Source: an optimization exercise on an open RTL-to-GDS flow (aim: small area, a short achievable clock period and few clock cycles). Production flows keep margins and buffers that such runs may drop.
The RTL was checked by simulation tests, not by an equivalence proof against the original design.
Power and IR drop assume default switching activity.

==> design/flow/design.v <==
module ncb (
    input  wire         clk,
    input  wire         rst,
    input  wire         cmd_valid,
    input  wire [31:0]  cmd_word,
    output wire         cmd_ready,
    input  wire [5:0]   host_addr,
    input  wire         host_we,
    input  wire [7:0]   host_wdata,
    output reg  [7:0]   host_rdata,
    output wire [7:0]   status,
    output wire         tr_valid,
    output wire [6:0]   tr_sa,
    output wire [4:0]   tr_wlen,
    output wire [127:0] tr_wdata,
    output wire [4:0]   tr_rlen,
    input  wire         tr_done,
    input  wire         tr_err,
    input  wire [127:0] tr_rdata
);
    localparam [7:0] OP_NOP       = 8'h00, OP_CLRST     = 8'h01,
                     OP_XWR       = 8'h10, OP_XRD       = 8'h11,
                     OP_XCMD      = 8'h12, OP_XRDRAW    = 8'h13,
                     OP_BCDDEC    = 8'h20, OP_BCDENC    = 8'h21,
                     OP_TIMEDEC   = 8'h30, OP_TIMEENC   = 8'h31,
                     OP_CLKDEC    = 8'h32, OP_CLKENC    = 8'h33,
                     OP_DATEDEC   = 8'h34, OP_DATEENC   = 8'h35,
                     OP_AL1ENC    = 8'h36, OP_AL2ENC    = 8'h37,
                     OP_ALENTEST  = 8'h38, OP_ALENABLE  = 8'h39,
                     OP_ALDISABLE = 8'h3A, OP_ALFIRED   = 8'h3B,
                     OP_CRCINIT   = 8'h40, OP_CRCBYTE   = 8'h41,
                     OP_CRC8      = 8'h42, OP_CRCVFY    = 8'h43,
                     OP_FRMPAIR   = 8'h44, OP_FRMSER    = 8'h45;
    localparam [2:0] E_NONE = 3'd0, E_BUS = 3'd1, E_CHK = 3'd2,
                     E_VAL = 3'd3, E_ILL = 3'd4;
    function [7:0] dec;                   
        input [7:0] x;
        dec = {1'b0, x[7:4], 3'd0} + {3'd0, x[7:4], 1'b0} + {4'd0, x[3:0]};
    endfunction
    function mal;
        input [7:0] x;
        mal = (x[7:4] > 4'd9) || (x[3:0] > 4'd9);
    endfunction
    function [7:0] enc;                   
        input [6:0] v;
        reg [3:0] t, k;
        begin
            t = (v >= 7'd90) ? 4'd9 : (v >= 7'd80) ? 4'd8 : (v >= 7'd70) ? 4'd7 :
                (v >= 7'd60) ? 4'd6 : (v >= 7'd50) ? 4'd5 : (v >= 7'd40) ? 4'd4 :
                (v >= 7'd30) ? 4'd3 : (v >= 7'd20) ? 4'd2 : (v >= 7'd10) ? 4'd1 : 4'd0;
            k = {t[2:0], 1'b0} + {t[0], 3'b0};      
            enc = {t, v[3:0] - k};
        end
    endfunction
    function [4:0] lim16;                 
        input [3:0] b;
        integer k;
        begin
            lim16 = 5'd16;
            for (k = 1; k < 16; k = k + 1)
                if (b == k) lim16 = 16 - k;
        end
    endfunction
    function gt5;                         
        input [4:0] a;
        input [4:0] b;
        integer k;
        reg g;
        begin
            g = 1'b0;
            for (k = 0; k < 5; k = k + 1)
                g = (a[k] & ~b[k]) | ((a[k] | ~b[k]) & g);
            gt5 = g;
        end
    endfunction
    function [7:0] crc_step;
        input [7:0] c;
        input [7:0] x;
        integer k;
        reg [7:0] r;
        begin
            r = c ^ x;
            for (k = 0; k < 8; k = k + 1)
                r = r[7] ? ((r << 1) ^ 8'h31) : (r << 1);
            crc_step = r;
        end
    endfunction
    integer i;
    reg [7:0]  B [0:15];
    reg [7:0]  V [0:7];
    reg [15:0] W0, W1;
    reg [31:0] SN;
    reg [7:0]  CRC;
    reg [2:0]  st_err;
    reg        st_mal, st_flag, st_fv0, st_fv1, st_stk;
    reg        xfer, crun;                
    reg [6:0]  r_sa;
    reg [4:0]  t_wlen, r_n;
    reg [7:0]  r_a, t_b1;
    wire [7:0] c_acc = r_a;
    wire [3:0] c_ptr = r_sa[3:0];
    wire [4:0] c_cnt = r_n;
    wire       c_vfy = r_sa[4];
    wire [4:0] t_rlen = r_n;
    wire idle = !xfer && !crun;
    assign cmd_ready = idle;
    assign status    = {st_stk, st_fv1, st_fv0, st_flag, st_mal, st_err};
    wire take = idle && cmd_valid;                  
    wire hwr  = idle && !cmd_valid && host_we;      
    wire [31:0] w    = cmd_word;
    wire [7:0]  op   = w[31:24];
    wire [4:0]  f_n  = w[4:0];
    wire [7:0]  f_p  = w[15:8];
    wire [3:0]  f_vr = w[11:8];
    wire [3:0]  f_br = w[3:0];
    reg        op_known;
    reg [23:0] op_mask;
    always @* begin
        op_known = 1'b1;
        op_mask  = 24'hFFFFFF;
        case (op)
            OP_NOP, OP_CLRST, OP_CRCINIT:              op_mask = 24'hFFFFFF;
            OP_XWR, OP_XRD:                            op_mask = 24'h8000E0;
            OP_XCMD:                                   op_mask = 24'h800000;
            OP_XRDRAW:                                 op_mask = 24'h80FFE0;
            OP_BCDDEC, OP_BCDENC:                      op_mask = 24'hFFF0F0;
            OP_TIMEDEC, OP_TIMEENC, OP_CLKDEC, OP_CLKENC,
            OP_DATEDEC, OP_DATEENC, OP_CRCBYTE,
            OP_FRMPAIR, OP_FRMSER:                     op_mask = 24'hFFFFF0;
            OP_AL1ENC, OP_AL2ENC, OP_ALENTEST, OP_ALENABLE,
            OP_ALDISABLE, OP_ALFIRED, OP_CRC8, OP_CRCVFY: op_mask = 24'hFF00F0;
            default:                                   op_known = 1'b0;
        endcase
    end
    wire legal = op_known && ((w[23:0] & op_mask) == 24'd0);
    wire is_clrst = op == OP_CLRST;
    wire is_xwr   = op == OP_XWR;
    wire is_xrd   = op == OP_XRD;
    wire is_xcmd  = op == OP_XCMD;
    wire is_xraw  = op == OP_XRDRAW;
    wire is_bdec  = op == OP_BCDDEC;
    wire is_benc  = op == OP_BCDENC;
    wire is_tdec  = op == OP_TIMEDEC;
    wire is_tenc  = op == OP_TIMEENC;
    wire is_cdec  = op == OP_CLKDEC;
    wire is_cenc  = op == OP_CLKENC;
    wire is_ddec  = op == OP_DATEDEC;
    wire is_denc  = op == OP_DATEENC;
    wire is_al1   = op == OP_AL1ENC;
    wire is_al2   = op == OP_AL2ENC;
    wire is_alt   = op == OP_ALENTEST;
    wire is_ale   = op == OP_ALENABLE;
    wire is_ald   = op == OP_ALDISABLE;
    wire is_alf   = op == OP_ALFIRED;
    wire is_cinit = op == OP_CRCINIT;
    wire is_cbyte = op == OP_CRCBYTE;
    wire is_crc8  = op == OP_CRC8;
    wire is_cvfy  = op == OP_CRCVFY;
    wire is_fpair = op == OP_FRMPAIR;
    wire is_fser  = op == OP_FRMSER;
    wire is_frm   = is_fpair || is_fser;
    wire [3:0] sh = crun ? c_ptr : f_br;
    reg [7:0] ry [0:13];
    reg [7:0] rz [0:9];
    reg [7:0] ru [0:7];
    reg [7:0] fb [0:6];
    always @* begin
        for (i = 0; i < 14; i = i + 1)
            if (i < 8) ry[i] = sh[3] ? B[i + 8] : B[i];
            else       ry[i] = B[i];
        for (i = 0; i < 10; i = i + 1) rz[i] = sh[2] ? ry[i + 4] : ry[i];
        for (i = 0; i < 8;  i = i + 1) ru[i] = sh[1] ? rz[i + 2] : rz[i];
        for (i = 0; i < 7;  i = i + 1) fb[i] = sh[0] ? ru[i + 1] : ru[i];
    end
    wire [7:0] d0 = dec(fb[0]);
    wire [7:0] d1 = dec(fb[1]);
    wire [7:0] d3 = dec(fb[3]);
    wire [7:0] d4 = dec(fb[4]);
    wire [7:0] d6 = dec(fb[6]);
    wire [7:0] d2m = dec(fb[2] & 8'h7F);
    wire [7:0] d5m = dec(fb[5] & 8'h7F);
    wire [7:0] hb  = fb[2];
    wire [1:0] hhi = hb[6] ? {1'b0, hb[4]} : hb[5:4];
    wire [7:0] d2h = {1'b0, hhi, 3'd0} + {3'd0, hhi, 1'b0} + {4'd0, hb[3:0]} +
                     ((hb[6] && hb[5]) ? 8'd12 : 8'd0);
    wire m0 = mal(fb[0]), m1 = mal(fb[1]), m3 = mal(fb[3]), m4 = mal(fb[4]),
         m6 = mal(fb[6]);
    wire m2 = fb[2][3:0] > 4'd9;            
    wire m5 = fb[5][3:0] > 4'd9;
    wire [7:0] vsel = V[f_vr[2:0]];
    wire [7:0] ev0 = enc({1'b0, V[0][5:0]});
    wire [7:0] ev1 = enc({1'b0, V[1][5:0]});
    wire [7:0] ev2 = enc({2'b0, V[2][4:0]});
    wire [7:0] ev3 = {5'd0, V[3][2:0]};
    wire [7:0] ev4 = enc({2'b0, V[4][4:0]});
    wire [7:0] ev5 = enc({3'b0, V[5][3:0]});
    wire [7:0] ev6 = enc(V[6][6:0]);
    wire [7:0] evs = enc(vsel[6:0]);                 
    wire sec_ok  = V[0] <= 8'd59;
    wire min_ok  = V[1] <= 8'd59;
    wire hour_ok = V[2] <= 8'd23;
    wire wday_ok = V[3] >= 8'd1 && V[3] <= 8'd7;
    wire date_ok = V[4] >= 8'd1 && V[4] <= 8'd31;
    wire mon_ok  = V[5] >= 8'd1 && V[5] <= 8'd12;
    wire year_ok = V[6] <= 8'd99;
    wire al1_mode_ok = (f_p == 8'h0F) || (f_p == 8'h0E) || (f_p == 8'h0C) ||
                       (f_p == 8'h08) || (f_p == 8'h00) || (f_p == 8'h10);
    wire al2_mode_ok = (f_p == 8'h07) || (f_p == 8'h06) || (f_p == 8'h04) ||
                       (f_p == 8'h00) || (f_p == 8'h10);
    wire day_ok = f_p[4] ? wday_ok : date_ok;
    wire [6:0] eday = f_p[4] ? (ev3[6:0] | 7'h40) : ev4[6:0];
    wire       p1   = (f_p == 8'd1);
    wire [7:0] sel  = p1 ? 8'h01 : 8'h02;
    wire [4:0] lim8 = lim16(f_br);
    wire [4:0] limv = {1'b0, ~f_br};
    wire       crc8_bad   = (f_p[7:5] != 3'd0) || gt5(f_p[4:0], lim8);
    wire       crcvfy_bad = (f_p[7:5] != 3'd0) || gt5(f_p[4:0], limv);
    wire [7:0] c_in = crun ? c_acc : (is_cbyte ? CRC : 8'hFF);
    wire [7:0] l1a  = crc_step(8'h00, fb[0]);
    wire [7:0] l2a  = crc_step(l1a, fb[1]);
    wire [7:0] l2b  = crc_step(crc_step(8'h00, fb[3]), fb[4]);
    wire [7:0] k1   = crc_step(c_in, 8'h00);
    wire [7:0] c1   = l1a ^ k1;
    wire [7:0] c2   = l2a ^ crc_step(k1, 8'h00);
    wire [7:0] kff  = crc_step(crc_step(8'hFF, 8'h00), 8'h00);
    wire ok0 = ((l2a ^ fb[2]) == kff);
    wire ok1 = ((l2b ^ fb[5]) == kff);
    wire [4:0] c_rem  = crun ? c_cnt : f_p[4:0];
    wire       c_last = (c_rem <= 5'd2);
    wire [7:0] c_res  = (c_rem == 5'd1) ? c1 : c2;
    wire [7:0] c_nx   = (c_rem == 5'd1) ? fb[1] : fb[2];
    reg bad;
    always @* begin
        bad = 1'b0;
        case (op)
            OP_XWR:      bad = f_n > 5'd15;
            OP_XRD, OP_XRDRAW: bad = (f_n == 5'd0) || (f_n > 5'd16);
            OP_BCDDEC:   bad = f_vr > 4'd7;
            OP_BCDENC:   bad = f_vr > 4'd7 || vsel > 8'd99;
            OP_TIMEDEC:  bad = f_br > 4'd9;
            OP_TIMEENC:  bad = f_br > 4'd9 || !(sec_ok && min_ok && hour_ok && wday_ok &&
                                                date_ok && mon_ok && year_ok);
            OP_CLKDEC:   bad = f_br > 4'd13;
            OP_CLKENC:   bad = f_br > 4'd13 || !(sec_ok && min_ok && hour_ok);
            OP_DATEDEC:  bad = f_br > 4'd12;
            OP_DATEENC:  bad = f_br > 4'd12 || !(wday_ok && date_ok && mon_ok && year_ok);
            OP_AL1ENC:   bad = f_br > 4'd12 || !al1_mode_ok ||
                               !(sec_ok && min_ok && hour_ok && day_ok);
            OP_AL2ENC:   bad = f_br > 4'd13 || !al2_mode_ok || !(min_ok && hour_ok && day_ok);
            OP_CRC8:     bad = crc8_bad;
            OP_CRCVFY:   bad = crcvfy_bad;
            OP_FRMPAIR, OP_FRMSER: bad = f_br > 4'd10;
            default:     bad = 1'b0;
        endcase
    end
    wire go = legal && !bad;                        
    wire chk_err = is_frm && !(ok0 && ok1);
    wire [2:0] c_err = !legal ? E_ILL : bad ? E_VAL : chk_err ? E_CHK : E_NONE;
    wire is_xop = is_xwr || is_xrd || is_xcmd || is_xraw;
    wire x_go   = go && is_xop;
    wire cr_go  = go && (is_crc8 || is_cvfy) && (f_p != 8'd0);
    reg [7:0] fe [0:6];
    reg [2:0] flen;
    always @* begin
        for (i = 0; i < 7; i = i + 1) fe[i] = 8'd0;
        flen = 3'd0;
        if (is_denc) begin
            fe[0] = ev3; fe[1] = ev4; fe[2] = ev5; fe[3] = ev6;
        end else if (is_al1) begin
            fe[0] = {f_p[0], ev0[6:0]}; fe[1] = {f_p[1], ev1[6:0]};
            fe[2] = {f_p[2], ev2[6:0]}; fe[3] = {f_p[3], eday};
        end else if (is_al2) begin
            fe[0] = {f_p[0], ev1[6:0]}; fe[1] = {f_p[1], ev2[6:0]};
            fe[2] = {f_p[2], eday};
        end else begin
            fe[0] = ev0; fe[1] = ev1; fe[2] = ev2;
            fe[3] = ev3; fe[4] = ev4; fe[5] = ev5; fe[6] = ev6;
        end
        if (is_tenc)                  flen = 3'd7;
        else if (is_denc || is_al1)   flen = 3'd4;
        else if (is_cenc || is_al2)   flen = 3'd3;
    end
    wire fw = take && go && (flen != 3'd0);
    wire       sb_cmd = take && go && (is_benc || is_ale || is_ald || is_alf);
    wire [3:0] sb_a   = take ? f_br : host_addr[3:0];
    wire [7:0] sb     = !take ? host_wdata : is_benc ? evs :
                        is_ale ? (fb[0] | (p1 ? 8'h05 : 8'h02)) : (fb[0] & ~sel);
    wire       sb_go  = sb_cmd || (hwr && host_addr[5:4] == 2'b00);
    reg [7:0] g1 [0:7];
    reg [7:0] g2 [0:9];
    reg [7:0] g3 [0:13];
    reg [7:0] g4 [0:15];
    always @* begin
        for (i = 0; i < 8; i = i + 1)
            if (i == 0)      g1[i] = fe[0];
            else if (i == 7) g1[i] = fe[6];
            else             g1[i] = f_br[0] ? fe[i - 1] : fe[i];
        for (i = 0; i < 10; i = i + 1)
            if (i < 2)       g2[i] = g1[i];
            else if (i >= 8) g2[i] = g1[i - 2];
            else             g2[i] = f_br[1] ? g1[i - 2] : g1[i];
        for (i = 0; i < 14; i = i + 1)
            if (i < 4)        g3[i] = g2[i];
            else if (i >= 10) g3[i] = g2[i - 4];
            else              g3[i] = f_br[2] ? g2[i - 4] : g2[i];
        for (i = 0; i < 16; i = i + 1)
            if (i < 8)        g4[i] = g3[i];
            else if (i >= 14) g4[i] = g3[i - 8];
            else              g4[i] = f_br[3] ? g3[i - 8] : g3[i];
    end
    wire [6:0]  fpat  = is_tenc ? 7'h7F : (is_denc || is_al1) ? 7'h0F :
                        (is_cenc || is_al2) ? 7'h07 : 7'h00;
    wire [22:0] fwin  = {16'd0, fpat} << f_br;
    wire [15:0] fw_en = (take && go) ? fwin[15:0] : 16'd0;
    assign tr_valid = xfer;
    assign tr_sa    = r_sa;
    assign tr_wlen  = t_wlen;
    assign tr_rlen  = t_rlen;
    assign tr_wdata = {B[14], B[13], B[12], B[11], B[10], B[9], B[8], B[7],
                       B[6], B[5], B[4], B[3], B[2], B[1], t_b1, r_a};
    wire rd_ok = xfer && tr_done && !tr_err;
    function [7:0] sel4;
        input [1:0] s;
        input [7:0] a, b, c, d;
        sel4 = s[1] ? (s[0] ? d : c) : (s[0] ? b : a);
    endfunction
    wire [1:0] ha0 = host_addr[1:0], ha1 = host_addr[3:2], ha2 = host_addr[5:4];
    wire [7:0] hg_b0 = sel4(ha0, B[0],  B[1],  B[2],  B[3]);
    wire [7:0] hg_b1 = sel4(ha0, B[4],  B[5],  B[6],  B[7]);
    wire [7:0] hg_b2 = sel4(ha0, B[8],  B[9],  B[10], B[11]);
    wire [7:0] hg_b3 = sel4(ha0, B[12], B[13], B[14], B[15]);
    wire [7:0] hg_v0 = sel4(ha0, V[0],  V[1],  V[2],  V[3]);
    wire [7:0] hg_v1 = sel4(ha0, V[4],  V[5],  V[6],  V[7]);
    wire [7:0] hg_w  = sel4(ha0, W0[15:8], W0[7:0], W1[15:8], W1[7:0]);
    wire [7:0] hg_s  = sel4(ha0, SN[31:24], SN[23:16], SN[15:8], SN[7:0]);
    wire [7:0] hg_c  = sel4(ha0, CRC, status, 8'h00, 8'h00);
    wire [7:0] hh_b  = sel4(ha1, hg_b0, hg_b1, hg_b2, hg_b3);
    wire [7:0] hh_v  = sel4(ha1, hg_v0, hg_v1, hg_w, hg_s);
    wire [7:0] hh_c  = sel4(ha1, hg_c, 8'h00, 8'h00, 8'h00);
    always @* host_rdata = sel4(ha2, hh_b, hh_v, hh_c, 8'h00);
    wire tdec_go = take && go && is_tdec;
    wire cdec_go = take && go && is_cdec;
    wire ddec_go = take && go && is_ddec;
    wire bdec_go = take && go && is_bdec;
    always @(posedge clk) begin
        if (rst) begin
            for (i = 0; i < 16; i = i + 1) B[i] <= 8'h00;
            for (i = 0; i < 8;  i = i + 1) V[i] <= 8'h00;
            W0 <= 16'h0000;  W1 <= 16'h0000;  SN <= 32'h0;  CRC <= 8'hFF;
            st_err <= 3'd0; st_mal <= 1'b0; st_flag <= 1'b0;
            st_fv0 <= 1'b0; st_fv1 <= 1'b0; st_stk <= 1'b0;
            xfer <= 1'b0; crun <= 1'b0;
        end else begin
            for (i = 0; i < 16; i = i + 1) begin
                if (sb_go && sb_a == i)               B[i] <= sb;
                else if (rd_ok && i < t_rlen)         B[i] <= tr_rdata[8*i +: 8];
                else if (fw_en[i])                    B[i] <= g4[i];
            end
            if (hwr && host_addr[5:3] == 3'b010) V[host_addr[2:0]] <= host_wdata;
            if (tdec_go || cdec_go) begin
                V[0] <= d0; V[1] <= d1; V[2] <= d2h;
            end
            if (tdec_go) begin
                V[3] <= d3; V[4] <= d4; V[5] <= d5m; V[6] <= d6;
            end
            if (ddec_go) begin
                V[3] <= d0; V[4] <= d1; V[5] <= d2m; V[6] <= d3;
            end
            if (bdec_go) V[f_vr[2:0]] <= d0;
            if (hwr && host_addr == 6'h20) CRC <= host_wdata;
            if (take && legal && is_cinit) CRC <= 8'hFF;
            if (take && legal && is_cbyte) CRC <= c1;
            if (take && go && (is_crc8 || is_cvfy)) begin
                if (f_p == 8'd0) CRC <= 8'hFF;
                else if (c_last) CRC <= c_res;
            end
            if (crun && c_last) CRC <= c_res;
            if (take && go && is_fpair && ok0) W0 <= {fb[0], fb[1]};
            if (take && go && is_fpair && ok1) W1 <= {fb[3], fb[4]};
            if (take && go && is_fser && ok0 && ok1) SN <= {fb[0], fb[1], fb[3], fb[4]};
            if (take) begin
                st_err <= c_err;
                st_mal <= go && ((is_tdec && (m0 | m1 | m2 | m3 | m4 | m5 | m6)) ||
                                 (is_cdec && (m0 | m1 | m2)) ||
                                 (is_ddec && (m0 | m1 | m2 | m3)) ||
                                 (is_bdec && m0));
                if (c_err != E_NONE) st_stk <= 1'b1;
                else if (is_clrst)   st_stk <= 1'b0;
                if (go && is_frm) begin
                    st_fv0 <= ok0;
                    st_fv1 <= ok1;
                end
                if (go && is_alt) st_flag <= fb[0][2] && ((fb[0] & sel) != 8'd0);
                if (go && is_alf) st_flag <= (fb[0] & sel) != 8'd0;
                if (go && is_cvfy) begin
                    if (f_p == 8'd0)  st_flag <= (fb[0] == 8'hFF);
                    else if (c_last)  st_flag <= (c_res == c_nx);
                end
            end
            if (crun && c_last && c_vfy) st_flag <= (c_res == c_nx);
            if (xfer && tr_done && tr_err) begin
                st_err <= E_BUS;
                st_stk <= 1'b1;
            end
            if (take && x_go) xfer <= 1'b1;
            if (xfer && tr_done) xfer <= 1'b0;
            if (take && cr_go && !c_last) crun <= 1'b1;
            if (crun && c_last) crun <= 1'b0;
        end
        if (take) begin
            t_wlen <= is_xwr ? f_n + 5'd1 : is_xrd ? 5'd1 : is_xcmd ? 5'd2 : 5'd0;
            t_b1   <= is_xcmd ? w[7:0] : B[0];
        end
        if (take && is_xop) begin
            r_sa <= w[22:16];
            r_n  <= (is_xrd || is_xraw) ? f_n : 5'd0;
            r_a  <= w[15:8];
        end else if (take || crun) begin
            r_sa[3:0] <= sh + 4'd2;
            r_sa[4]   <= crun ? c_vfy : is_cvfy;
            r_n       <= c_rem - 5'd2;
            r_a       <= c2;
        end
    end
endmodule
==> design/flow/flow/run.sh <==
#!/bin/bash
# The standard layout, with the port buffers that ORFS inserts during global
# placement made from the smallest plain buffer (buf_1) instead of ORFS's
# default pick; the resizer still upsizes any of them that timing needs.
set -euo pipefail
export BUFFER_PORTS_ARGS="-buffer_cell sky130_fd_sc_hd__buf_1"
bash standard.sh > standard.log 2>&1
==> design/flow/standard.sh <==
#!/bin/bash
# synth_recipe.tcl (not shown) runs the flow's synth.tcl, then flattens the netlist and writes it again
# the make line also repeats each setting of config.mk as NAME=value (left out here)
make -C /OpenROAD-flow-scripts/flow DESIGN_CONFIG=/design/flow/config.mk WORK_HOME=/design/flow/orfs CLKGATE_MAP_FILE= SYNTH_SCRIPT=/design/flow/synth_recipe.tcl "${@:-finish}"
==> design/flow/config.mk <==
export PLATFORM = sky130hd
export DESIGN_NAME = ncb
export DESIGN_NICKNAME = ncb
export VERILOG_FILES = /design/flow/design.v
export SDC_FILE = /design/flow/constraint.sdc
export NUM_CORES = 4
export LEC_CHECK = 0
export ABC_AREA = 1
export CAP_MARGIN = 20
export CORE_MARGIN = 2
export CORE_UTILIZATION = 25
export PLACE_DENSITY = 0.35
export SETUP_SLACK_MARGIN = 4.4
export SLEW_MARGIN = 20
==> design/flow/constraint.sdc <==
create_clock -name core_clock -period 10.0 [get_ports {clk}]
set_input_delay 2.0000 -clock core_clock [delete_from_list [all_inputs] [get_ports {clk}]]
set_output_delay 2.0000 -clock core_clock [all_outputs]
set_load 0.01 [all_outputs]
==> results of run 1 <==
cells in the mapped netlist (8+ instances only):
cell type | number | area share
inv_2 | 34 | 0.0040
xnor2_1 | 34 | 0.0093
edfxtp_1 | 97 | 0.091
o211ai_1 | 69 | 0.016
clkbuf_1 | 184 | 0.022
nor2_1 | 463 | 0.054
nor2_2 | 8 | 0.0016
buf_2 | 40 | 0.0063
nand3b_1 | 10 | 0.0023
nand4_1 | 66 | 0.013
clkinv_1 | 9 | 0.0011
o221ai_1 | 24 | 0.0066
o21ai_2 | 15 | 0.0041
a22oi_1 | 16 | 0.0038
nor3_1 | 27 | 0.0042
dfxtp_1 | 210 | 0.13
xor2_1 | 52 | 0.014
buf_6 | 13 | 0.0046
a21oi_1 | 371 | 0.058
o21ai_0 | 709 | 0.11
buf_1 | 23 | 0.0027
nand2_2 | 46 | 0.0090
o21ai_1 | 68 | 0.011
o22ai_1 | 47 | 0.0092
nand3_1 | 444 | 0.070
buf_4 | 30 | 0.0070
a31oi_1 | 28 | 0.0055
inv_1 | 506 | 0.059
or2_2 | 29 | 0.0057
fa_1 | 16 | 0.010
nand3_2 | 9 | 0.0028
nand2_1 | 1532 | 0.18
ha_1 | 90 | 0.035
worst min-delay path, cell delays in order (launching register included):
cell and delay (ns):
dfxtp_1 0.30, inv_1 0.06, a21oi_1 0.05
power groups by stage:
stage	Combinational (mW)	Sequential (mW)	Clock, mW
after floorplan	0.976	1.37	0
after global placement	1.70	1.38	0
after detailed placement	1.69	1.38	0
after CTS	1.91	1.36	1.72
after global routing	2.20	1.36	1.76
final	2.09	1.36	1.70
path summary, 6_finish.rpt:
| path | from | endpoint |
|---|---|---|
| min | SN[31]$_SDFFE_PP0P_ | SN[31]$_SDFFE_PP0P_ |
| max | host_addr[1] | host_rdata[4] |
| min reg2reg | SN[31]$_SDFFE_PP0P_ | SN[31]$_SDFFE_PP0P_ |
| max reg2reg | crun$_SDFFE_PP0P_ | V[2][5]$_DFFE_PP_ |
area by class of cell:
cell class / count / area [um^2] / share of cell area
timing repair buffer: 670 / 5190 / 0.124
inverter: 549 / 2210 / 0.0529
sequential: 307 / 7120 / 0.170
timing repair inverter: 9 / 93.8 / 0.00224
clock buffer: 60 / 1300 / 0.0310
clock inverter: 21 / 181 / 0.00434
multi-input combinational: 4294 / 23600 / 0.565
tap: 1662 / 2080 / 0.0497
antenna: 3 / 7.51 / 0.000180
logic make-up after synthesis:
group           count (synthesis)
buf+inv                       844
compound gates               1420
xor+xnor                       91
mux                             8
fa+ha+maj                     106
flops                         307
simple gates                 2654
registers in the layout, indices dropped and copies added, names as in the netlist, 5 cells and up:
signal	flops
t_b1	8
r_sa	7
CRC	8
B	128
W1	16
t_wlen	5
V	64
W0	16
SN	32
r_n	5
r_a	8
routing by layer:
layer	wire, um	global-route usage	vias to the layer above
li1	-	-	19100
met2	106000	0.552	2309
met3	19000	0.0541	521
met4	17900	0.224	8
met1	102000	0.464	20600
met5	51	0	-
stage by stage:
stage,hold WS [ns],cells
after CTS,0.458,7483
after global routing,0.478,7573
after floorplan,0.430,5430
after global placement,0.443,7237
after detailed placement,0.450,7237
final,0.458,7575
repair_timing:
action | 4_1_cts | 5_1_grt
gates resized for setup | 492 | 294
pin swaps | 57 | 77
setup endpoints to repair | 350 | 332
gates cloned | 44 | 10
setup buffers | 121 | 78
==> flow_metrics.env, run 1 <==
export IMPL_status="finished clean"
export IMPL_ff2ff_setup_slack_ns=4.62
export IMPL_critPathRequiredTime_ns=8.00
export IMPL_setup_ws_ns=4.29
export IMPL_drc=0
export IMPL_post_place_ws_ns=1.59
export IMPL_end_kind="output port"
export IMPL_overflow=0
export IMPL_num_rows=131
export IMPL_syn_to_final_growth_pct=30.8
export IMPL_clk_pin_slew_ns=0.06
export IMPL_cp_num_cells=10
export IMPL_antenna_found_initial=18
export IMPL_cts_inserted_buffers=46
export IMPL_hpwl_um=182000
export IMPL_grt_util_all_layers=0.357
export IMPL_crit_family="compound AO/OA/AOI/OAI gates"
export IMPL_syn_avg_cell_area_um2=5.89
export IMPL_wl_per_cell_um=32.3
export IMPL_die_area_mm2=0.131
export IMPL_critPathSlowestCell="a221o_1"
export IMPL_period_minus_slack_ns=5.71
export IMPL_port_buffers=342
export IMPL_num_io_pins=343
export IMPL_max_stage_delay_ns=0.44
export IMPL_dieHeight_um=362
export IMPL_avgViaCountPerCell=5.61
export IMPL_critPathArrivalTime_ns=3.71
export IMPL_fillers=14600
export IMPL_hold_path_depth=2
export IMPL_skew_ns=0.0462
export IMPL_synth_compound_area_frac=0.247
export IMPL_worstSetupPathType="primary input to output port"
export IMPL_postPlaceCellArea_mm2=0.0348
export IMPL_yosys_area_share_simple=0.348
export IMPL_syn_inst=5430
export IMPL_design_area_mm2=0.0418
export IMPL_grt_start_max_net_pins=77
export IMPL_cts_hold_buf=0
export IMPL_hold_path_class="flip-flop to flip-flop"
export IMPL_ys_seq_area_frac=0.223
export IMPL_yosys_area_share_adder=0.0453
export IMPL_coreArea_mm2=0.127
export IMPL_final_cell_mix="nand2_1 (1417), o21ai_0 (558), inv_1 (490), nor2_1 (428), nand3_1 (394)"
export IMPL_drv_slew=0
export IMPL_p_per_area_mw_per_mm2=123
export IMPL_gp_congestion=1.03
export IMPL_ir_drop_mv=0.0873
export IMPL_final_common_cell="nand2_1"
export IMPL_synthesis_area_mm2=0.0320
export IMPL_hold_viol_final=0
export IMPL_p_seq_frac=0.264
export IMPL_synth_enable_flop_cells=97
export IMPL_cp_num_buf_inv=4
export IMPL_clkSinkCount=307
export IMPL_cp_start_kind="primary input"
export IMPL_drv_cap=0
export IMPL_fin_nets=6163
export IMPL_post_route_period_util=0.571
export IMPL_start_util=0.251
export IMPL_clock_path_buffers=3
export IMPL_drtIter0Drc=5351
export IMPL_htreeDepth=2
export IMPL_netSwitchingFraction=0.437
export IMPL_drive_gt1_frac=0.162
export IMPL_post_route_util=0.329
export IMPL_ys_seq_elements=307
export IMPL_r2r_cells=20
export IMPL_timing_fmax_mhz=175
export IMPL_p_switching_mw=2.25
export IMPL_synth_main_ff_cell="dfxtp_1"
export IMPL_root_buffer="clkbuf_16"
export IMPL_p_leak_nw=17.7
export IMPL_drt_wl_total_um=244000
export IMPL_setup_viol=0
export IMPL_setup_tns_final_ns=0
export IMPL_synth_async_reset_ratio=0
export IMPL_clk_latency_ns=0.67
export IMPL_p_int_mw=2.90
export IMPL_maxSlewHeadroom=0.240
export IMPL_tightest_slew_ns=1.14
export IMPL_crit_path_max_fanout=9
export IMPL_cts_tree="yes"
export IMPL_synth_area_mux_share=0.00254
export IMPL_postRouteAntennaNets=0
export IMPL_synth_xor_area_frac=0.0267
export IMPL_syn_nets=5716
export IMPL_rsz0062_at_grt="true"
export IMPL_grt_pass1_wl_um=327000
export IMPL_num_vias=42500
export IMPL_clockPowerShare=0.331
export IMPL_ys_warn_count=11
export IMPL_synth_cell_types=74
export IMPL_die_w_um=362
export IMPL_synth_top_family_by_area="simple AND/OR/NAND/NOR gates"
export IMPL_combPwrFrac=0.405
export IMPL_grt_pass1_vias=39400
export IMPL_crit_top_cell="buf_16"
export IMPL_dr_pass1_iters=7
export IMPL_cp_cell_sequence="buf_16 -> inv_16 -> buf_16 -> a21oi_1 -> o21ai_1 -> nand3_1 -> nand3_2 -> nand2_4 -> a221o_1 -> buf_1"
export IMPL_p_total_mw=5.15
Testbench counts, summed over its fixed seeds: cycles 23,374.
==> inputs of run 2 (changes only) <==
--- a/design/flow/config.mk
+++ b/design/flow/config.mk
@@ -8,7 +8,7 @@
 export ABC_AREA = 1
 export CAP_MARGIN = 20
 export CORE_MARGIN = 2
-export CORE_UTILIZATION = 25
-export PLACE_DENSITY = 0.35
-export SETUP_SLACK_MARGIN = 4.4
+export CORE_UTILIZATION = 40
+export PLACE_DENSITY = 0.55
+export SETUP_SLACK_MARGIN = 4.2
 export SLEW_MARGIN = 20
==> flow_metrics.env, run 2 <==
export IMPL_tightest_slew_ns=1.14
export IMPL_synth_enable_flop_cells=97
export IMPL_crit_end="host_rdata[7]"
export IMPL_critPathRequiredTime_ns=8.00
export IMPL_rsz0062_at_grt="true"
export IMPL_drc=0
export IMPL_worstSetupPathType="primary input to output port"
export IMPL_post_route_util=0.481
export IMPL_port_buffers=342
export IMPL_grt_pass1_wl_um=275000
export IMPL_syn_inst=5430
export IMPL_avgViaCountPerCell=6.15
export IMPL_whs_ns=0.455
export IMPL_grt_pass1_vias=37100
export IMPL_start_util=0.405
export IMPL_ys_seq_area_frac=0.223
export IMPL_status="finished clean"
export IMPL_synth_cell_types=74
export IMPL_cp_start_kind="primary input"
export IMPL_setup_viol=0
export IMPL_syn_avg_cell_area_um2=5.89
export IMPL_htreeDepth=2
export IMPL_overflow=0
export IMPL_ys_seq_elements=307
export IMPL_root_buffer="clkbuf_16"
export IMPL_cp_startpoint="host_addr[0]"
export IMPL_final_cell_mix="nand2_1 (1481), o21ai_0 (620), inv_1 (495), nor2_1 (443), nand3_1 (427)"
export IMPL_dr_pass1_iters=7
export IMPL_clk_pin_slew_ns=0.06
export IMPL_synth_main_ff_cell="dfxtp_1"
export IMPL_r2r_end="SN[9]$_SDFFE_PP0P_"
export IMPL_drv_cap=0
export IMPL_drive_gt1_frac=0.107
export IMPL_reg_largest_list="B (128), V (64), SN (32)"
export IMPL_netlist_area_leader_share=0.180
export IMPL_wl_per_cell_um=30.0
export IMPL_post_route_period_util=0.590
export IMPL_hold_viol_final=0
export IMPL_coreArea_mm2=0.0790
export IMPL_post_place_ws_ns=2.15
export IMPL_netlist_top_cells_area="nand2_1 (18%), dfxtp_1 (13%), o21ai_0 (11%)"
export IMPL_num_io_pins=343
export IMPL_ff2ff_setup_slack_ns=4.48
export IMPL_clkSinkCount=307
export IMPL_setup_tns_final_ns=0
export IMPL_period_minus_slack_ns=5.90
export IMPL_hold_path_class="flip-flop to flip-flop"
export IMPL_largest_register="B"
export IMPL_die_w_um=287
export IMPL_hpwl_um=155000
export IMPL_num_rows=103
export IMPL_grt_start_max_net_pins=94
export IMPL_end_kind="output port"
export IMPL_r2r_cells=30
export IMPL_final_common_cell="nand2_1"
export IMPL_clk_latency_ns=0.61
export IMPL_postRouteAntennaNets=0
export IMPL_crit_path_max_fanout=18
export IMPL_yosysMostFrequentCell="nand2_1"
export IMPL_drt_wl_total_um=204000
export IMPL_syn_to_final_growth_pct=19.0
export IMPL_drtIter0Drc=6477
export IMPL_fin_nets=6020
export IMPL_synthesis_area_mm2=0.0320
export IMPL_cts_tree="yes"
export IMPL_synth_async_reset_ratio=0
export IMPL_timing_fmax_mhz=169
export IMPL_die_area_mm2=0.0822
export IMPL_grt_util_all_layers=0.468
export IMPL_num_vias=41900
export IMPL_p_per_area_mw_per_mm2=122
export IMPL_setup_ws_ns=4.10
export IMPL_dieHeight_um=287
export IMPL_ys_warn_count=11
export IMPL_cts_inserted_buffers=41
export IMPL_yosysTopAreaCell="nand2_1"
export IMPL_p_leak_nw=16.3
export IMPL_antenna_found_initial=8
export IMPL_critPathArrivalTime_ns=3.90
export IMPL_gp_congestion=1.09
export IMPL_cts_hold_buf=0
export IMPL_maxSlewHeadroom=0.229
export IMPL_r2r_start="crun$_SDFFE_PP0P_"
export IMPL_synth_common_cells="nand2_1 (1532), o21ai_0 (709), inv_1 (506)"
export IMPL_clock_path_buffers=3
export IMPL_skew_ns=0.0555
export IMPL_drv_slew=0
export IMPL_largest_reg_flops=128
export IMPL_ir_drop_mv=0.108
export IMPL_syn_nets=5716
-- run 2: repair_timing --
| item | in CTS | in global routing |
|---|---|---|
| endpoints found under the setup margin | 349 | 327 |
| hold endpoints to repair | 0 | 0 |
| pin swaps | 19 | 38 |
| gates cloned | 14 | 20 |
| buffers inserted | 29 | 71 |
| gates resized for setup | 207 | 220 |
-- run 2: worst min path at each step --
stage                              from             endpoint  slack (ns)  cells after the start
detailed placement  SN[27]$_SDFFE_PP0P_  SN[27]$_SDFFE_PP0P_        0.45                      2
CTS                 SN[27]$_SDFFE_PP0P_  SN[27]$_SDFFE_PP0P_        0.46                      2
floorplan           SN[27]$_SDFFE_PP0P_  SN[27]$_SDFFE_PP0P_        0.43                      2
finish              SN[31]$_SDFFE_PP0P_  SN[31]$_SDFFE_PP0P_        0.45                      2
global route        SN[16]$_SDFFE_PP0P_  SN[16]$_SDFFE_PP0P_        0.47                      2
global placement    SN[26]$_SDFFE_PP0P_  SN[26]$_SDFFE_PP0P_        0.44                      2
-- run 2: power by group --
part | leakage (nW) | internal, mW | total, mW | switching, mW
clock | 0.622 | 0.827 | 1.48 | 0.654
sequential | 2.70 | 1.32 | 1.36 | 0.0381
combinational | 13.0 | 0.506 | 1.82 | 1.31
-- run 2: cell families (layout without fill, tap and decap cells) --
| family | Yosys count | count (layout) | synth area share |
|---|---|---|---|
| multiplexers | 8 | 8 | 0.00254 |
| AO/OA/AOI/OAI | 1420 | 1420 | 0.247 |
| adder cells (fa/ha/maj) | 106 | 106 | 0.0453 |
| other | 0 | 5 | 0 |
| buffers and inverters | 844 | 1168 | 0.108 |
| AND/OR/NAND/NOR | 2654 | 2664 | 0.348 |
| flip-flops | 307 | 307 | 0.223 |
| XOR/XNOR | 91 | 91 | 0.0267 |
-- run 2: worst max-delay path, stage by stage --
cell	delay [ns]
clkbuf_16	0.17
buf_16	0.17
buf_12	0.12
buf_16	0.18
buf_4	0.16
o21ai_0	0.07
o221ai_1	0.22
nand3_1	0.19
a21oi_2	0.25
a221o_1	0.18
clkbuf_2	0.15
-- run 2: per-layer routing --
layer,share of wire,global-route usage,vias to the layer above
li1,-,-,18800
met1,0.37,0.579,19300
met2,0.41,0.700,3106
met3,0.13,0.121,714
met4,0.093,0.346,6
met5,0.00049,0.00814,-
-- run 2: area by class of cell --
cell class | instances | area [um^2]
fill | 8616 | 41000
multi-input combinational | 4289 | 22400
sequential | 307 | 7120
timing repair buffer | 542 | 3670
inverter | 549 | 2180
tap | 1050 | 1310
clock buffer | 60 | 1150
clock inverter | 13 | 128
timing repair inverter | 4 | 27.5
antenna | 5 | 12.5
-- run 2: metrics by stage --
stage | instances | total power [mW] | area, um^2
global placement | 6607 | 2.97 | 33900
global route | 6814 | 4.79 | 38000
floorplan | 5430 | 2.34 | 32000
detailed placement | 6607 | 2.96 | 33900
CTS | 6723 | 4.48 | 36300
finish | 6819 | 4.66 | 38000
==> inputs of run 3 (changes only) <==
--- a/design/flow/design.v
+++ b/design/flow/design.v
@@ -342,6 +342,48 @@
     wire cdec_go = take && go && is_cdec;
     wire ddec_go = take && go && is_ddec;
     wire bdec_go = take && go && is_bdec;
+    reg [7:0] v_host, v_bcd;
+    reg [7:0] v_we;
+    reg [7:0] v_wd [0:7];
+    wire      tc_go = tdec_go || cdec_go;
+    always @* begin
+        for (i = 0; i < 8; i = i + 1) begin
+            v_host[i] = hwr && (host_addr == 6'h10 + i);
+            v_bcd[i]  = bdec_go && (f_vr[2:0] == i);
+        end
+        v_we[0] = v_host[0] || v_bcd[0] || tc_go;
+        v_wd[0] = ({8{v_host[0]}} & host_wdata) | ({8{v_bcd[0] || tc_go}} & d0);
+        v_we[1] = v_host[1] || v_bcd[1] || tc_go;
+        v_wd[1] = ({8{v_host[1]}} & host_wdata) | ({8{v_bcd[1]}} & d0) | ({8{tc_go}} & d1);
+        v_we[2] = v_host[2] || v_bcd[2] || tc_go;
+        v_wd[2] = ({8{v_host[2]}} & host_wdata) | ({8{v_bcd[2]}} & d0) | ({8{tc_go}} & d2h);
+        v_we[3] = v_host[3] || v_bcd[3] || tdec_go || ddec_go;
+        v_wd[3] = ({8{v_host[3]}} & host_wdata) | ({8{v_bcd[3] || ddec_go}} & d0) |
+                  ({8{tdec_go}} & d3);
+        v_we[4] = v_host[4] || v_bcd[4] || tdec_go || ddec_go;
+        v_wd[4] = ({8{v_host[4]}} & host_wdata) | ({8{v_bcd[4]}} & d0) |
+                  ({8{ddec_go}} & d1) | ({8{tdec_go}} & d4);
+        v_we[5] = v_host[5] || v_bcd[5] || tdec_go || ddec_go;
+        v_wd[5] = ({8{v_host[5]}} & host_wdata) | ({8{v_bcd[5]}} & d0) |
+                  ({8{ddec_go}} & d2m) | ({8{tdec_go}} & d5m);
+        v_we[6] = v_host[6] || v_bcd[6] || tdec_go || ddec_go;
+        v_wd[6] = ({8{v_host[6]}} & host_wdata) | ({8{v_bcd[6]}} & d0) |
+                  ({8{ddec_go}} & d3) | ({8{tdec_go}} & d6);
+        v_we[7] = v_host[7] || v_bcd[7];
+        v_wd[7] = ({8{v_host[7]}} & host_wdata) | ({8{v_bcd[7]}} & d0);
+    end
+    reg [15:0] b_sb, b_tr;
+    reg [15:0] b_we;
+    reg [7:0]  b_wd [0:15];
+    always @* begin
+        for (i = 0; i < 16; i = i + 1) begin
+            b_sb[i] = sb_go && (sb_a == i);
+            b_tr[i] = rd_ok && (i < t_rlen);
+            b_we[i] = b_sb[i] || b_tr[i] || fw_en[i];
+            b_wd[i] = ({8{b_sb[i]}} & sb) | ({8{b_tr[i]}} & tr_rdata[8*i +: 8]) |
+                      ({8{fw_en[i]}} & g4[i]);
+        end
+    end
     always @(posedge clk) begin
         if (rst) begin
             for (i = 0; i < 16; i = i + 1) B[i] <= 8'h00;
@@ -352,21 +394,10 @@
             xfer <= 1'b0; crun <= 1'b0;
         end else begin
             for (i = 0; i < 16; i = i + 1) begin
-                if (sb_go && sb_a == i)               B[i] <= sb;
-                else if (rd_ok && i < t_rlen)         B[i] <= tr_rdata[8*i +: 8];
-                else if (fw_en[i])                    B[i] <= g4[i];
+                if (b_we[i]) B[i] <= b_wd[i];
             end
-            if (hwr && host_addr[5:3] == 3'b010) V[host_addr[2:0]] <= host_wdata;
-            if (tdec_go || cdec_go) begin
-                V[0] <= d0; V[1] <= d1; V[2] <= d2h;
-            end
-            if (tdec_go) begin
-                V[3] <= d3; V[4] <= d4; V[5] <= d5m; V[6] <= d6;
-            end
-            if (ddec_go) begin
-                V[3] <= d0; V[4] <= d1; V[5] <= d2m; V[6] <= d3;
-            end
-            if (bdec_go) V[f_vr[2:0]] <= d0;
+            for (i = 0; i < 8; i = i + 1)
+                if (v_we[i]) V[i] <= v_wd[i];
             if (hwr && host_addr == 6'h20) CRC <= host_wdata;
             if (take && legal && is_cinit) CRC <= 8'hFF;
             if (take && legal && is_cbyte) CRC <= c1;
==> flow_metrics.env, run 3 <==
export IMPL_yosysTopAreaCell="dfxtp_1"
export IMPL_grt_pass1_vias=37000
export IMPL_netlist_area_leader_share=0.182
export IMPL_post_route_util=0.499
export IMPL_synth_async_reset_ratio=0
export IMPL_cts_tree="yes"
export IMPL_clkSinkCount=307
export IMPL_crit_family="compound AO/OA/AOI/OAI gates"
export IMPL_syn_to_final_growth_pct=23.4
export IMPL_grt_pass1_wl_um=280000
export IMPL_dr_pass1_iters=10
export IMPL_synthesis_area_mm2=0.0301
export IMPL_synth_common_cells="nand2_1 (1257), inv_1 (598), o21ai_0 (496)"
export IMPL_setup_ws_ns=3.90
export IMPL_instances_no_fill=6409
export IMPL_clk_latency_ns=0.62
export IMPL_end_kind="output port"
export IMPL_syn_inst=5018
export IMPL_hold_viol_final=0
export IMPL_avgViaCountPerCell=6.53
export IMPL_hold_path_class="flip-flop to flip-flop"
export IMPL_postRouteAntennaNets=0
export IMPL_num_rows=100
export IMPL_p_leak_nw=14.8
export IMPL_final_common_cell="nand2_1"
export IMPL_drt_wl_total_um=207000
export IMPL_skew_ns=0.0323
export IMPL_critPathSlowestCell="a221o_1"
export IMPL_rsz0062_at_grt="true"
export IMPL_worstSetupPathType="primary input to output port"
export IMPL_largest_reg_flops=128
export IMPL_crit_path_max_fanout=7
export IMPL_p_seq_frac=0.295
export IMPL_synth_enable_flop_cells=33
export IMPL_die_w_um=278
export IMPL_period_minus_slack_ns=6.10
export IMPL_status="finished clean"
export IMPL_wl_per_cell_um=32.3
export IMPL_drive_gt1_frac=0.125
export IMPL_critPathArrivalTime_ns=4.10
export IMPL_whs_ns=0.451
export IMPL_dieHeight_um=278
export IMPL_cts_inserted_buffers=39
export IMPL_ir_drop_mv=0.115
export IMPL_cp_cell_sequence="buf_12 -> inv_6 -> nor2_4 -> bufinv_16 -> buf_16 -> o22ai_4 -> a21oi_2 -> o211ai_1 -> o311ai_1 -> a31oi_1 -> a221o_1 -> buf_2"
export IMPL_reg_largest_list="B (128), V (64), SN (32)"
export IMPL_clk_pin_slew_ns=0.06
export IMPL_yosysMostFrequentCell="nand2_1"
export IMPL_syn_avg_cell_area_um2=6.00
export IMPL_grt_start_max_net_pins=92
export IMPL_antenna_found_initial=19
export IMPL_ys_seq_area_frac=0.215
export IMPL_cp_num_buf_inv=5
export IMPL_clockPowerShare=0.358
export IMPL_synth_cell_types=71
export IMPL_final_cell_mix="nand2_1 (1209), inv_1 (583), o21ai_0 (431), nand3_1 (374), nor2_1 (331)"
export IMPL_drv_slew=0
export IMPL_setup_viol=0
export IMPL_grt_util_all_layers=0.505
export IMPL_max_stage_delay_ns=0.35
export IMPL_critPathRequiredTime_ns=8.00
export IMPL_coreArea_mm2=0.0744
export IMPL_clock_path_buffers=3
export IMPL_drc=0
export IMPL_netSwitchingFraction=0.408
export IMPL_cts_hold_buf=0
export IMPL_num_vias=41800
export IMPL_netlist_top_cells_area="dfxtp_1 (18%), nand2_1 (16%), o21ai_0 (8.2%)"
export IMPL_start_util=0.404
export IMPL_hpwl_um=155000
export IMPL_combPwrFrac=0.348
export IMPL_gp_congestion=1.08
export IMPL_ys_seq_elements=307
export IMPL_num_io_pins=343
export IMPL_maxSlewHeadroom=0.195
export IMPL_overflow=0
export IMPL_ys_warn_count=14
export IMPL_fin_nets=5683
export IMPL_p_int_mw=2.59
export IMPL_cp_start_kind="primary input"
export IMPL_post_place_ws_ns=1.50
export IMPL_synth_main_ff_cell="dfxtp_1"
export IMPL_p_per_area_mw_per_mm2=118
export IMPL_htreeDepth=2
export IMPL_port_buffers=342
export IMPL_p_switching_mw=1.79
export IMPL_root_buffer="clkbuf_16"
export IMPL_drtIter0Drc=6862
export IMPL_die_area_mm2=0.0774
export IMPL_largest_register="B"
export IMPL_drv_cap=0
export IMPL_syn_nets=5301
export IMPL_placed_cells=6172
export IMPL_post_route_period_util=0.610
export IMPL_tightest_slew_ns=1.19
export IMPL_timing_fmax_mhz=164
export IMPL_setup_tns_final_ns=0
[run 3: cell types whose count changed after synthesis, moves of 47 or more]
cell      previous run  this run
nand2_1           1532      1257
o22ai_1             47       123
inv_1              506       598
nor2_1             463       365
nand3_1            444       397
o21ai_0            709       496
a31oi_1             28        83
edfxtp_1            97        33
dfxtp_1            210       274
[run 3: path summary, 6_finish.rpt]
kind	start	end	slack, ns	cells past startpoint
max	host_addr[1]	host_rdata[0]	3.90	12
min	SN[3]$_SDFFE_PP0P_	SN[3]$_SDFFE_PP0P_	0.45	2
max reg2reg	crun$_SDFFE_PP0P_	st_mal$_SDFFE_PP0P_	4.33	22
min reg2reg	SN[3]$_SDFFE_PP0P_	SN[3]$_SDFFE_PP0P_	0.45	2
[run 3: repair_timing]
item	4_1_cts	5_1_grt
gates resized for setup	239	290
pin swaps	33	46
setup buffers	47	76
gates cloned	22	10
endpoints found under the setup margin	287	276
[run 3: kinds of logic after synthesis]
kind of cell | Yosys count | share of synthesized area
AO/OA/AOI/OAI | 1419 | 0.279
XOR/XNOR | 107 | 0.0343
adder cells (fa/ha/maj) | 103 | 0.0468
buffers and inverters | 890 | 0.120
flip-flops | 307 | 0.215
multiplexers | 4 | 0.00133
AND/OR/NAND/NOR | 2188 | 0.303
[run 3: worst reg2reg max path, cell delays in order (launching register included)]
cell and delay, ns:
dfxtp_1 0.67, buf_4 0.45, nand2_4 0.38, nand2_8 0.29, buf_16 0.20, nand2_1 0.10, a31oi_1 0.23, nand2_1 0.08
nand2_1 0.13, inv_2 0.06, o21ai_2 0.36, inv_1 0.23, o21ai_0 0.13, nand2_1 0.09, nor3_1 0.18, inv_1 0.21
a221oi_1 0.28, buf_4 0.22, nand4_1 0.19, o21ai_1 0.43, o2111ai_1 0.35, nand2_1 0.21, a21oi_1 0.08
[run 3: area by class of cell]
class / count / area (um^2)
antenna: 11 / 27.5
clock buffer: 51 / 1090
clock inverter: 19 / 230
fill: 7901 / 37300
inverter: 639 / 2560
multi-input combinational: 3832 / 21600
sequential: 307 / 6480
tap: 969 / 1210
timing repair buffer: 576 / 3930
timing repair inverter: 5 / 51.3
[run 3: power by group through the flow]
stage                     clock, mW  sequential [mW]  combinational, mW
after floorplan                   0             1.31              0.760
after global placement            0             1.32               1.25
after detailed placement          0             1.32               1.25
after CTS                      1.55             1.29               1.34
after global routing           1.59             1.29               1.59
final                          1.57             1.29               1.52
[run 3: metal layers]
layer,track usage,part of all wire,vias up
met5,0.00250,0.0011,-
met4,0.394,0.10,16
met3,0.187,0.14,1003
met2,0.693,0.38,3544
met1,0.632,0.37,19400
li1,-,-,17900
[run 3: through the flow]
step	instance area, um^2	total power [mW]
global route	37100	4.47
global placement	32200	2.57
detailed placement	32200	2.57
CTS	35200	4.17
finish	37100	4.38
floorplan	30100	2.07
Testbench counts of run 3, summed over its fixed seeds: cycles 23,374.
==> inputs of run 4 (changes only) <==
--- a/design/flow/config.mk
+++ b/design/flow/config.mk
@@ -8,7 +8,7 @@
 export ABC_AREA = 1
 export CAP_MARGIN = 20
 export CORE_MARGIN = 2
-export CORE_UTILIZATION = 40
-export PLACE_DENSITY = 0.55
+export CORE_UTILIZATION = 25
+export PLACE_DENSITY = 0.35
 export SETUP_SLACK_MARGIN = 4.2
 export SLEW_MARGIN = 20
==> flow_metrics.env, run 4 <==
export IMPL_status="finished clean"
export IMPL_port_buffers=342
export IMPL_largest_register="B"
export IMPL_cts_inserted_buffers=44
export IMPL_setup_ws_ns=3.98
export IMPL_clk_pin_slew_ns=0.06
export IMPL_largest_reg_flops=128
export IMPL_synth_main_ff_cell="dfxtp_1"
export IMPL_postRouteAntennaNets=0
export IMPL_wl_per_cell_um=33.4
export IMPL_tightest_slew_ns=1.20
export IMPL_netlist_area_leader_share=0.182
export IMPL_fin_nets=5723
export IMPL_cts_tree="yes"
export IMPL_synth_common_cells="nand2_1 (1257), inv_1 (598), o21ai_0 (496)"
export IMPL_hpwl_um=184000
export IMPL_maxSlewHeadroom=0.197
export IMPL_ys_seq_area_frac=0.215
export IMPL_critPathRequiredTime_ns=8.00
export IMPL_drv_slew=0
export IMPL_critPathArrivalTime_ns=4.02
export IMPL_ys_seq_elements=307
export IMPL_dr_pass1_iters=7
export IMPL_multi_input_area_mm2=0.0218
export IMPL_end_kind="output port"
export IMPL_synth_cell_types=71
export IMPL_drive_gt1_frac=0.140
export IMPL_clk_latency_ns=0.65
export IMPL_ir_drop_mv=0.128
export IMPL_syn_nets=5301
export IMPL_synthesis_area_mm2=0.0301
export IMPL_ff2ff_setup_slack_ns=4.46
export IMPL_netlist_top_cells_area="dfxtp_1 (18%), nand2_1 (16%), o21ai_0 (8.2%)"
export IMPL_die_w_um=351
export IMPL_cts_hold_buf=0
export IMPL_drv_cap=0
export IMPL_p_leak_nw=15.3
export IMPL_drt_wl_total_um=237000
export IMPL_dieHeight_um=351
export IMPL_avgViaCountPerCell=5.81
export IMPL_post_route_util=0.324
export IMPL_gp_congestion=1.03
export IMPL_grt_pass1_wl_um=312000
export IMPL_skew_ns=0.0374
export IMPL_ys_warn_count=14
export IMPL_design_area_mm2=0.0388
export IMPL_period_minus_slack_ns=6.02
export IMPL_grt_pass1_vias=37300
export IMPL_yosysTopAreaCell="dfxtp_1"
export IMPL_syn_inst=5018
export IMPL_placed_cells=6850
export IMPL_instances_no_fill=7088
export IMPL_num_vias=41200
export IMPL_num_io_pins=343
export IMPL_setup_tns_final_ns=0
export IMPL_hold_path_class="flip-flop to flip-flop"
export IMPL_drc=0
export IMPL_p_per_area_mw_per_mm2=118
export IMPL_yosysMostFrequentCell="nand2_1"
export IMPL_overflow=0
export IMPL_post_place_ws_ns=1.87
export IMPL_post_route_period_util=0.602
export IMPL_synth_enable_flop_cells=33
export IMPL_worstSetupPathType="primary input to output port"
export IMPL_hold_viol_final=0
export IMPL_final_common_cell="nand2_1"
export IMPL_clock_path_buffers=3
export IMPL_coreArea_mm2=0.120
export IMPL_syn_to_final_growth_pct=28.9
export IMPL_whs_ns=0.449
export IMPL_cp_start_kind="primary input"
export IMPL_final_cell_mix="nand2_1 (1215), inv_1 (575), o21ai_0 (425), nand3_1 (366), nor2_1 (320)"
export IMPL_reg_largest_list="B (128), V (64), SN (32)"
export IMPL_drtIter0Drc=5675
export IMPL_crit_path_max_fanout=6
export IMPL_antenna_found_initial=12
export IMPL_syn_avg_cell_area_um2=6.00
export IMPL_grt_util_all_layers=0.366
export IMPL_grt_start_max_net_pins=79
export IMPL_clkSinkCount=307
export IMPL_r2r_cells=27
export IMPL_p_total_mw=4.58
export IMPL_rsz0062_at_grt="true"
export IMPL_setup_viol=0
export IMPL_root_buffer="clkbuf_16"
export IMPL_fillers=13600
export IMPL_hold_path_depth=2
export IMPL_postPlaceCellArea_mm2=0.0333
export IMPL_die_area_mm2=0.123
export IMPL_ff_latch_area_mm2=0.00648
export IMPL_htreeDepth=2
export IMPL_synth_async_reset_ratio=0
export IMPL_num_rows=127
export IMPL_timing_fmax_mhz=166
export IMPL_start_util=0.252
==> run 4: cell counts after synthesis <==
Identical to the previous run, type by type.
==> run 4: where the power goes <==
group | switching, mW | internal [mW]
clock network | 0.714 | 0.998
registers | 0.0239 | 1.27
logic | 1.13 | 0.448
==> run 4: what timing repair did <==
action | CTS | global route
setup buffers | 71 | 56
cloned | 15 | 14
setup endpoints to repair | 287 | 280
pin swaps | 44 | 60
resized for setup | 362 | 265
==> run 4: cell families after synthesis <==
| logic type | Yosys count | share of synthesized area |
|---|---|---|
| xor gates and xnor gates | 107 | 0.0343 |
| muxes | 4 | 0.00133 |
| DFF | 307 | 0.215 |
| AOI/OAI and AO/OA | 1419 | 0.279 |
| buffers and inverters | 890 | 0.120 |
| adders and majority gates | 103 | 0.0468 |
| and+or+nand+nor | 2188 | 0.303 |
==> run 4: per-layer routing <==
| metal | routed length (um) | track usage | vias up |
|---|---|---|---|
| met5 | 49 | 0 | - |
| met4 | 13800 | 0.167 | 8 |
| met3 | 23700 | 0.0701 | 498 |
| met2 | 98000 | 0.546 | 2588 |
| met1 | 101000 | 0.507 | 20200 |
| li1 | - | - | 18000 |
==> run 4: path summary, 6_finish.rpt <==
path / from / endpoint
worst max-delay path: host_addr[0] / host_rdata[6]
worst min-delay path: SN[21]$_SDFFE_PP0P_ / SN[21]$_SDFFE_PP0P_
worst max register to register: crun$_SDFFE_PP0P_ / SN[13]$_SDFFE_PP0P_
worst min register to register: SN[21]$_SDFFE_PP0P_ / SN[21]$_SDFFE_PP0P_
==> run 4: critical path: stages <==
cell and delay, ns:
buf_16 0.13, clkinv_8 0.05, nor2_4 0.05, inv_8 0.11, buf_12 0.14, buf_16 0.16
buf_4 0.12, o22ai_1 0.06, o21ai_0 0.49, a31oi_1 0.17, a221o_1 0.35, buf_2 0.16
==> run 4: final cells by class <==
cell class / instances / area share
repair inverters: 3 / 0.000742
repair buffers: 615 / 0.113
inverters: 639 / 0.0668
clock inverters: 15 / 0.00493
multi-input cells: 3830 / 0.561
flip-flops and latches: 307 / 0.167
clock buffers: 65 / 0.0341
diodes: 2 / 0.000129
well taps: 1612 / 0.0520
==> inputs of run 5 (changes only) <==
--- a/design/flow/config.mk
+++ b/design/flow/config.mk
@@ -8,7 +8,7 @@
 export ABC_AREA = 1
 export CAP_MARGIN = 20
 export CORE_MARGIN = 2
-export CORE_UTILIZATION = 25
-export PLACE_DENSITY = 0.35
-export SETUP_SLACK_MARGIN = 4.2
+export CORE_UTILIZATION = 30
+export PLACE_DENSITY = 0.4
+export SETUP_SLACK_MARGIN = 4.3
 export SLEW_MARGIN = 20
==> flow_metrics.env, run 5 <==
export IMPL_status="finished clean"
export IMPL_critPathArrivalTime_ns=4.03
export IMPL_htreeDepth=2
export IMPL_drt_wl_total_um=230000
export IMPL_synth_async_reset_ratio=0
export IMPL_clkSinkCount=307
export IMPL_num_io_pins=343
export IMPL_rsz0062_at_grt="true"
export IMPL_clockPowerShare=0.355
export IMPL_synth_enable_flop_cells=33
export IMPL_setup_ws_ns=3.97
export IMPL_num_rows=116
export IMPL_design_area_mm2=0.0390
export IMPL_multi_input_area_mm2=0.0222
export IMPL_port_buffers=342
export IMPL_final_common_cell="nand2_1"
export IMPL_yosysMostFrequentCell="nand2_1"
export IMPL_synth_common_cells="nand2_1 (1257), inv_1 (598), o21ai_0 (496)"
export IMPL_antenna_found_initial=15
export IMPL_p_per_area_mw_per_mm2=115
export IMPL_grt_pass1_vias=37300
export IMPL_dieHeight_um=321
export IMPL_end_kind="output port"
export IMPL_ys_seq_elements=307
export IMPL_p_leak_nw=15.3
export IMPL_post_place_ws_ns=1.94
export IMPL_die_area_mm2=0.103
export IMPL_ff_latch_area_mm2=0.00648
export IMPL_synthesis_area_mm2=0.0301
export IMPL_p_total_mw=4.49
export IMPL_netSwitchingFraction=0.414
export IMPL_drtIter0Drc=6417
export IMPL_whs_ns=0.450
export IMPL_ys_seq_area_frac=0.215
export IMPL_grt_start_max_net_pins=93
export IMPL_hold_path_class="flip-flop to flip-flop"
export IMPL_gp_congestion=1.05
export IMPL_tightest_slew_ns=1.20
export IMPL_clk_latency_ns=0.64
export IMPL_timing_fmax_mhz=166
export IMPL_root_buffer="clkbuf_16"
export IMPL_syn_nets=5301
export IMPL_critPathRequiredTime_ns=8.00
export IMPL_num_vias=41700
export IMPL_wl_per_cell_um=33.8
export IMPL_syn_inst=5018
export IMPL_overflow=0
export IMPL_postRouteAntennaNets=0
export IMPL_netlist_top_cells_area="dfxtp_1 (18%), nand2_1 (16%), o21ai_0 (8.2%)"
export IMPL_avgViaCountPerCell=6.12
export IMPL_combPwrFrac=0.357
export IMPL_skew_ns=0.0340
export IMPL_yosysTopAreaCell="dfxtp_1"
export IMPL_grt_util_all_layers=0.423
export IMPL_cts_inserted_buffers=42
export IMPL_final_cell_mix="nand2_1 (1175), inv_1 (569), o21ai_0 (411), nand3_1 (362), buf_1 (321)"
export IMPL_drv_slew=0
export IMPL_syn_avg_cell_area_um2=6.00
export IMPL_ys_warn_count=14
export IMPL_netlist_area_leader_share=0.182
export IMPL_crit_path_max_fanout=7
export IMPL_grt_pass1_wl_um=304000
export IMPL_p_seq_frac=0.289
export IMPL_drc=0
export IMPL_cts_tree="yes"
export IMPL_period_minus_slack_ns=6.03
export IMPL_hpwl_um=177000
export IMPL_largest_reg_flops=128
export IMPL_dr_pass1_iters=7
export IMPL_drv_cap=0
export IMPL_worstSetupPathType="primary input to output port"
export IMPL_fillers=11100
export IMPL_cp_start_kind="primary input"
export IMPL_coreArea_mm2=0.0997
export IMPL_start_util=0.302
export IMPL_p_switching_mw=1.86
export IMPL_synth_cell_types=71
export IMPL_postPlaceCellArea_mm2=0.0328
export IMPL_hold_viol_final=0
export IMPL_syn_to_final_growth_pct=29.7
export IMPL_drive_gt1_frac=0.160
export IMPL_clk_pin_slew_ns=0.06
export IMPL_cts_hold_buf=0
export IMPL_setup_tns_final_ns=0
export IMPL_ir_drop_mv=0.116
export IMPL_fin_nets=5758
export IMPL_clock_path_buffers=3
export IMPL_post_route_period_util=0.603
export IMPL_synth_main_ff_cell="dfxtp_1"
export IMPL_largest_register="B"
export IMPL_setup_viol=0
export IMPL_maxSlewHeadroom=0.199
export IMPL_p_int_mw=2.63
export IMPL_reg_largest_list="B (128), V (64), SN (32)"
export IMPL_die_w_um=321
==> run 5: cell counts after synthesis <==
Identical to the previous run, type by type.
==> run 5: final timing paths <==
path / start / to / slack [ns] / depth (start not counted)
max reg2reg: crun$_SDFFE_PP0P_ / V[6][6]$_SDFFE_PP0P_ / 4.57 / 21
max: host_addr[1] / host_rdata[6] / 3.97 / 11
min reg2reg: SN[21]$_SDFFE_PP0P_ / SN[21]$_SDFFE_PP0P_ / 0.45 / 2
min: SN[21]$_SDFFE_PP0P_ / SN[21]$_SDFFE_PP0P_ / 0.45 / 2
==> run 5: cells by family (layout without fill, tap and decap cells) <==
| group | after synthesis | after routing | share of synthesized area |
|---|---|---|---|
| buf+inv | 890 | 1369 | 0.120 |
| other cells | 0 | 6 | 0 |
| flops | 307 | 307 | 0.215 |
| compound gates | 1419 | 1420 | 0.279 |
| simple gates | 2188 | 2197 | 0.303 |
| mux | 4 | 4 | 0.00133 |
| xor+xnor | 107 | 107 | 0.0343 |
| fa+ha+maj | 103 | 103 | 0.0468 |
==> run 5: layout make-up <==
cell class | count | share of cell area
multi-input combinational | 3831 | 0.569
sequential | 307 | 0.166
timing repair buffer | 649 | 0.120
inverter | 639 | 0.0664
tap | 1298 | 0.0416
clock buffer | 56 | 0.0304
clock inverter | 20 | 0.00465
timing repair inverter | 5 | 0.000994
antenna | 6 | 0.000385
==> run 5: layer usage <==
layer,GRT usage,routed length [um]
met5,0,45
met4,0.210,14200
met3,0.127,28700
met2,0.601,91800
met1,0.576,95600
==> run 5: worst max-delay path, stage by stage <==
cell and delay [ns]:
buf_12 0.12, nor2_4 0.13, buf_12 0.15, clkinv_16 0.08, buf_12 0.15, buf_16 0.16
o211ai_1 0.20, o211ai_1 0.25, a31oi_4 0.33, a221o_1 0.26, buf_2 0.17
==> run 5: timing repair <==
action,CTS,global route
gates resized for setup,370,366
setup buffers,71,103
pin swaps,50,82
endpoints found under the setup margin,287,275
gates cloned,16,15
==> run 5: stage by stage <==
stage,util,cells
floorplan,-,5018
global placement,0.329,6522
detailed placement,0.329,6523
CTS,0.366,6686
global route,0.391,6805
finish,0.392,6811
==> run 5: power groups by stage <==
stage	Clock [mW]	Sequential, mW	Combinational, mW
floorplan	0	1.31	0.761
global placement	0	1.32	1.30
detailed placement	0	1.32	1.29
CTS	1.61	1.29	1.40
global route	1.64	1.30	1.67
finish	1.59	1.30	1.60

## afterwards: timing with drivers on the ports
The results above use ideal ports. As a check the final layouts listed here were re-extracted and re-timed, cells and wires unchanged. Step 1 assumes that a clkbuf_16 drives the clock port and a buf_2 every other input. Step 2 adds t to the input delays and takes it off the output delays; t is the mean of the earliest and latest rising clock arrival at the registers after step 1. Input paths then give back, and output paths get back, about the clock's delay inside the block. a / b / c = ideal ports / drivers / drivers and shift; a / b = the first two.
run	shift t [ns]	setup slack, ns	worst register clock-pin slew, ns	worst slew at a driven data input, ns	cell pins on the clock port's net
run 1	0.717	4.290 / 3.974 / 3.383	0.07 / 0.07	0.43	1
run 2	0.657	4.100 / 3.976 / 3.577	0.07 / 0.07	0.13	1
run 3	0.673	3.903 / 3.841 / 3.466	0.08 / 0.08	0.16	1
run 4	0.713	3.984 / 3.915 / 3.593	0.08 / 0.08	0.12	1
run 5	0.699	3.966 / 3.904 / 3.612	0.07 / 0.07	0.15	1
After both steps setup and hold are still met in every run listed. The setup slack of run 1, which loses most, moves by -0.316 ns with the drivers and by -0.907 ns with both steps.
